This design comes from an exercise in tuning for small area, a short achievable clock period and few clock cycles per item on the open sky130 flow, not from production work.
In this exercise RTL edits were held to simulation tests only and were not proved equivalent to the original.
No activity file was given, so power comes from the tool's default toggle rates.

==> flow/design.v <==
module dict_decoder (
    input  wire        clk,
    input  wire        rst,
    input  wire        dict_we,
    input  wire [3:0]  dict_waddr,
    input  wire [31:0] dict_wdata,
    input  wire [4:0]  dict_size,
    input  wire        start,
    input  wire        in_valid,
    output wire        in_ready,
    input  wire [31:0] in_data,
    input  wire        in_last,
    output reg         out_valid,
    output reg  [31:0] out_data,
    output reg         done,
    output reg  [2:0]  fault_code
);
    localparam [2:0] TAG_LIT = 3'd0, TAG_RLE = 3'd1, TAG_DIR = 3'd2, TAG_BMD = 3'd3,
                     TAG_FM1 = 3'd4, TAG_FM2 = 3'd5, TAG_FM4 = 3'd6, TAG_PMM = 3'd7;
    localparam [2:0] F_NONE = 3'd0, F_OUT_OF_RANGE = 3'd2, F_STREAM = 3'd4,
                     F_BAD_FIELD = 3'd5, F_NO_PRIOR = 3'd6;
    reg [31:0] dict [0:15];
    always @(posedge clk)
        if (dict_we)
            dict[dict_waddr] <= dict_wdata;
    reg        run;         
    reg [66:0] buf_q;       
    reg [6:0]  fill;        
    reg [31:0] row_q;       
    reg        row_v;
    reg        eoi;         
    reg        has_line;
    reg [2:0]  rep;         
    reg [4:0]  ds_q;        
    reg        rdy_q;       
    wire [2:0] tag = buf_q[66:64];
    reg [6:0] need;
    always @(*) begin
        case (tag)
        TAG_LIT: need = 7'd35;
        TAG_RLE: need = 7'd6;
        TAG_DIR: need = 7'd7;
        TAG_BMD: need = 7'd16;
        TAG_PMM: need = 7'd17;
        default: need = 7'd12;   
        endcase
    end
    wire [31:0] f_lit   = buf_q[63:32];
    wire [2:0]  f_count = buf_q[63:61];
    wire [3:0]  f_dir_j = buf_q[63:60];
    wire [4:0]  f_s     = buf_q[63:59];          
    wire [3:0]  f_mask  = buf_q[58:55];          
    wire [3:0]  f_bmd_j = buf_q[54:51];
    wire [3:0]  f_fm_j  = buf_q[58:55];
    wire [4:0]  f_p2    = buf_q[58:54];          
    wire [3:0]  f_pmm_j = buf_q[53:50];
    reg  [3:0]  j;
    always @(*) begin
        case (tag)
        TAG_DIR: j = f_dir_j;
        TAG_BMD: j = f_bmd_j;
        TAG_PMM: j = f_pmm_j;
        default: j = f_fm_j;
        endcase
    end
    wire [15:0] jsel = 16'd1 << j;
    reg  [31:0] entry;
    integer k;
    always @(*) begin
        entry = 32'd0;
        for (k = 0; k < 16; k = k + 1)
            entry = entry | ({32{jsel[k]}} & dict[k]);
    end
    reg  [3:0]  pat;
    always @(*) begin
        case (tag)
        TAG_BMD: pat = f_mask;
        TAG_FM1: pat = 4'b1000;
        TAG_FM2: pat = 4'b1100;
        TAG_FM4: pat = 4'b1111;
        TAG_PMM: pat = 4'b1000;
        default: pat = 4'b0000;
        endcase
    end
    wire [31:0] oh_s  = 32'h8000_0000 >> f_s;
    wire [31:0] oh_p2 = 32'h8000_0000 >> f_p2;
    wire [31:0] flip1 = ({32{pat[3]}} & oh_s) | ({32{pat[2]}} & (oh_s >> 1)) |
                        ({32{pat[1]}} & (oh_s >> 2)) | ({32{pat[0]}} & (oh_s >> 3));
    wire [31:0] flip2 = {32{tag == TAG_PMM}} & oh_p2;
    wire [31:0] line  = (tag == TAG_LIT) ? f_lit : (entry ^ flip1 ^ flip2);
    reg  [2:0]  fault;
    always @(*) begin
        fault = F_NONE;
        case (tag)
        TAG_RLE: if (!has_line) fault = F_NO_PRIOR;
        TAG_BMD: if (f_s > 5'd28) fault = F_BAD_FIELD;
        TAG_FM2: if (f_s > 5'd30) fault = F_BAD_FIELD;
        TAG_FM4: if (f_s > 5'd28) fault = F_BAD_FIELD;
        default: ;
        endcase
        if (fault == F_NONE && tag != TAG_LIT && tag != TAG_RLE && {1'b0, j} >= ds_q)
            fault = F_OUT_OF_RANGE;
    end
    wire hold = (rep != 3'd0);
    reg  [6:0] lf35, lf6, lf7, lf16, lf17, lf12;
    reg  [6:0] left_a;
    always @(*) begin
        case (tag)
        TAG_LIT: left_a = lf35;
        TAG_RLE: left_a = lf6;
        TAG_DIR: left_a = lf7;
        TAG_BMD: left_a = lf16;
        TAG_PMM: left_a = lf17;
        default: left_a = lf12;
        endcase
    end
    wire ge   = !left_a[6];                           
    wire adv  = run && ge && !hold;                  
    wire fin  = run && !ge && !hold && eoi && !row_v;   
    reg [2:0] tag2;
    always @(*) begin
        case (tag)
        TAG_LIT: tag2 = buf_q[31:29];
        TAG_RLE: tag2 = buf_q[60:58];
        TAG_DIR: tag2 = buf_q[59:57];
        TAG_BMD: tag2 = buf_q[50:48];
        TAG_PMM: tag2 = buf_q[49:47];
        default: tag2 = buf_q[54:52];
        endcase
    end
    reg [6:0] need2;
    always @(*) begin
        case (tag2)
        TAG_LIT: need2 = 7'd35;
        TAG_RLE: need2 = 7'd6;
        TAG_DIR: need2 = 7'd7;
        TAG_BMD: need2 = 7'd16;
        TAG_PMM: need2 = 7'd17;
        default: need2 = 7'd12;
        endcase
    end
    wire [6:0] left = adv ? left_a : fill;
    wire app  = row_v && (left <= 7'd35);
    assign in_ready = rdy_q;
    wire take = in_valid && rdy_q;
    wire sh0  = !adv;
    wire sh35 = adv && tag == TAG_LIT;
    wire sh6  = adv && tag == TAG_RLE;
    wire sh7  = adv && tag == TAG_DIR;
    wire sh16 = adv && tag == TAG_BMD;
    wire sh17 = adv && tag == TAG_PMM;
    wire sh12 = adv && (tag == TAG_FM1 || tag == TAG_FM2 || tag == TAG_FM4);
    wire [66:0] buf_s = ({67{sh0}}  & buf_q)         | ({67{sh35}} & (buf_q << 35)) |
                        ({67{sh6}}  & (buf_q << 6))  | ({67{sh7}}  & (buf_q << 7))  |
                        ({67{sh16}} & (buf_q << 16)) | ({67{sh17}} & (buf_q << 17)) |
                        ({67{sh12}} & (buf_q << 12));
    wire [66:0] buf_n = buf_s | (app ? ({row_q, 35'd0} >> left) : 67'd0);
    wire [6:0] fill_n = left + (app ? 7'd32 : 7'd0);
    always @(posedge clk) begin
        if (run) begin
            buf_q <= buf_n;
            fill  <= fill_n;
            lf35  <= fill_n - 7'd35;
            lf6   <= fill_n - 7'd6;
            lf7   <= fill_n - 7'd7;
            lf16  <= fill_n - 7'd16;
            lf17  <= fill_n - 7'd17;
            lf12  <= fill_n - 7'd12;
            eoi   <= take ? in_last : eoi;
            row_v <= row_v_n;
        end else begin
            buf_q <= {in_valid ? in_data : 32'd0, 35'd0};
            fill  <= in_valid ? 7'd32 : 7'd0;
            lf35  <= in_valid ? 7'd32 - 7'd35 : 7'd0 - 7'd35;
            lf6   <= in_valid ? 7'd32 - 7'd6  : 7'd0 - 7'd6;
            lf7   <= in_valid ? 7'd32 - 7'd7  : 7'd0 - 7'd7;
            lf16  <= in_valid ? 7'd32 - 7'd16 : 7'd0 - 7'd16;
            lf17  <= in_valid ? 7'd32 - 7'd17 : 7'd0 - 7'd17;
            lf12  <= in_valid ? 7'd32 - 7'd12 : 7'd0 - 7'd12;
            eoi   <= in_valid && in_last;
            row_v <= row_v_n;
        end
        if (rdy_q)
            row_q <= in_data;
    end
    wire fault_stop = adv && fault != F_NONE;
    wire last_stop  = adv && !(tag == TAG_RLE && f_count != 3'd0) &&
                      eoi && !row_v && left < need2;
    wire stop       = fault_stop || last_stop || fin;
    reg  [2:0] stop_code;
    always @(*) begin
        if (fault_stop)
            stop_code = fault;
        else if (last_stop)
            stop_code = (left >= 7'd3 && tag2 != TAG_LIT) ? F_STREAM : F_NONE;
        else
            stop_code = (fill >= 7'd3 && tag != TAG_LIT) ? F_STREAM : F_NONE;
    end
    wire hold_n = (hold && rep != 3'd1) || (adv && tag == TAG_RLE && f_count != 3'd0);
    wire row_v_n = run && (take || (row_v && !app));
    wire run_n   = !rst && (run ? !stop : start);
    wire done_n  = !rst && run && stop;
    always @(posedge clk) begin
        rdy_q     <= run_n ? (!row_v_n || fill_n <= 7'd35 || (!hold_n && fill_n <= 7'd41)) : !done_n;
        run       <= run_n;
        done      <= done_n;
        out_valid <= !rst && run && (hold || (adv && fault == F_NONE));
        if (rst)
            fault_code <= F_NONE;
        else if (done_n)
            fault_code <= stop_code;
        if (!run) begin
            rep      <= 3'd0;
            has_line <= 1'b0;
            ds_q     <= dict_size;
        end else begin
            if (hold)
                rep <= rep - 3'd1;
            else if (adv && tag == TAG_RLE)
                rep <= f_count;
            if (adv)
                has_line <= 1'b1;
        end
        if (adv && tag != TAG_RLE)
            out_data <= line;
    end
endmodule
==> flow/config.mk <==
export PLATFORM = sky130hd
export DESIGN_NAME = dict_decoder
export DESIGN_NICKNAME = dict_decoder
export VERILOG_FILES = /design/flow/design.v
export SDC_FILE = /design/flow/constraint.sdc
export NUM_CORES = 4
export LEC_CHECK = 0
export CAP_MARGIN = 20
export CORE_MARGIN = 2
export CORE_UTILIZATION = 55
export CTS_BUF_LIST = sky130_fd_sc_hd__clkbuf_4 sky130_fd_sc_hd__clkbuf_8
export SLEW_MARGIN = 20
export TNS_END_PERCENT = 5
==> flow/constraint.sdc <==
create_clock -name core_clock -period 12.0 [get_ports {clk}]
set_input_delay 2.4000 -clock core_clock [delete_from_list [all_inputs] [get_ports {clk}]]
set_output_delay 2.4000 -clock core_clock [all_outputs]
set_load 0.01 [all_outputs]
standard.sh (not shown) runs the stock make flow with config.mk's settings and CLKGATE_MAP_FILE= SYNTH_SCRIPT=/design/flow/synth_recipe.tcl, a recipe that flattens the netlist after the stock synthesis.
==> flow/flow/run.sh <==
#!/bin/bash
# The standard layout, in two parts:
#  - timing repair aimed at a slack of 8.5 ns on the design's clock (so at
#    paths of about 3.5 ns); constraints are unchanged;
#  - after placement, each port's buffer (a slow delay cell that
#    buffer_ports picks) becomes a plain buf_2; every port keeps its buffer.
set -euo pipefail
M=8.5
RES=orfs/results/${FLOW_PLATFORM}/dict_decoder/base
bash standard.sh SETUP_SLACK_MARGIN=$M place > standard_place.log 2>&1
printf 'read_db %s\nsource flow/portbuf.tcl\nwrite_db %s\n' \
    "$RES/3_place.odb" "$RES/3_place.odb" > portbuf_run.tcl
openroad -no_init -exit portbuf_run.tcl > portbuf.log 2>&1
bash standard.sh SETUP_SLACK_MARGIN=$M finish > standard_finish.log 2>&1
==> flow/flow/portbuf.tcl <==
# Port buffers: buffer_ports places a slow delay buffer on each port; give
# each port a plain buffer instead (every port keeps its own buffer).
set db [ord::get_db]
set block [ord::get_db_block]
set new [$db findMaster sky130_fd_sc_hd__buf_2]
set n 0
foreach inst [$block getInsts] {
  set name [$inst getName]
  set m [[$inst getMaster] getName]
  if {$m eq "sky130_fd_sc_hd__clkdlybuf4s50_1" && [regexp {^(input|output)[0-9]+$} $name]} {
    $inst swapMaster $new
    incr n
  }
}
puts "port buffers swapped: $n"
Testbench counts at the start, summed over its fixed seeds: cycles 4,294, lines 4,015.
Next try:
==> flow/flow/run.sh (replaced) <==
#!/bin/bash
set -euo pipefail
bash standard.sh SETUP_SLACK_MARGIN=8.5 finish > standard.log 2>&1
- CORE_UTILIZATION: 55 -> 40
- CTS_BUF_LIST: sky130_fd_sc_hd__clkbuf_4 sky130_fd_sc_hd__clkbuf_8 -> not set
- TNS_END_PERCENT: 5 -> not set
removed: flow/flow/portbuf.tcl
Effect: Cell area is higher by roughly a tenth; critical path depth is unchanged; die area came out higher by well over a third; via count came out higher by a few percent.

// dict_decoder: RTL as listed in full above, without the edits since
clock: 12.0 ns
lec_check: 0
cap_margin: 20
core_margin: 2
core_utilization: 55
cts_buf_list: sky130_fd_sc_hd__clkbuf_4 sky130_fd_sc_hd__clkbuf_8
slew_margin: 20
tns_end_percent: 5
==> flow/flow/run.sh <==
#!/bin/bash
set -euo pipefail
bash standard.sh SETUP_SLACK_MARGIN=8.0 finish > standard.log 2>&1
Testbench counts at the start, summed over its fixed seeds: cycles 4,294, lines 4,015.
Rerun with:
==> flow/flow/run.sh (replaced) <==
#!/bin/bash
set -euo pipefail
bash standard.sh SETUP_SLACK_MARGIN=8.5 finish > standard.log 2>&1
What happened: Power rises by about 5%; critical path depth does not change; die area does not change; maximum frequency climbs by about 6%.

## separate check: timing with driven ports
How much do the figures lean on ideal ports? The routed layouts below were timed once more, with nothing changed but the port constraints. Step 1: set_driving_cell puts a clkbuf_16 on clk and a buf_2 on each other input, an assumption about the parent block. Step 2, shift: input delay + t, output delay - t, t = (earliest + latest rising clock arrival at the registers) / 2. This alone moves slack from input paths to output paths. Slacks: no drivers / after step 1 / after step 2; pairs: no drivers / after step 1.
run | t, ns | setup slack, ns | worst setup path at the end | clock arrival spread, ns
the first run of note 1 | 0.813 | 8.025 / 7.958 / 7.577 | input to register | 0.062 / 0.062
the second run of note 1 | 0.726 | 8.182 / 8.116 / 7.835 | input to register | 0.048 / 0.048
the first run of note 2 | 0.798 | 7.722 / 7.661 / 7.087 | input to register | 0.027 / 0.027
the second run of note 2 | 0.827 | 7.965 / 7.900 / 7.283 | input to register | 0.068 / 0.068
After both steps setup and hold are still met in every run listed. The setup slack of the second run of note 2, which loses most, moves by -0.065 ns with the drivers and by -0.682 ns with both steps.
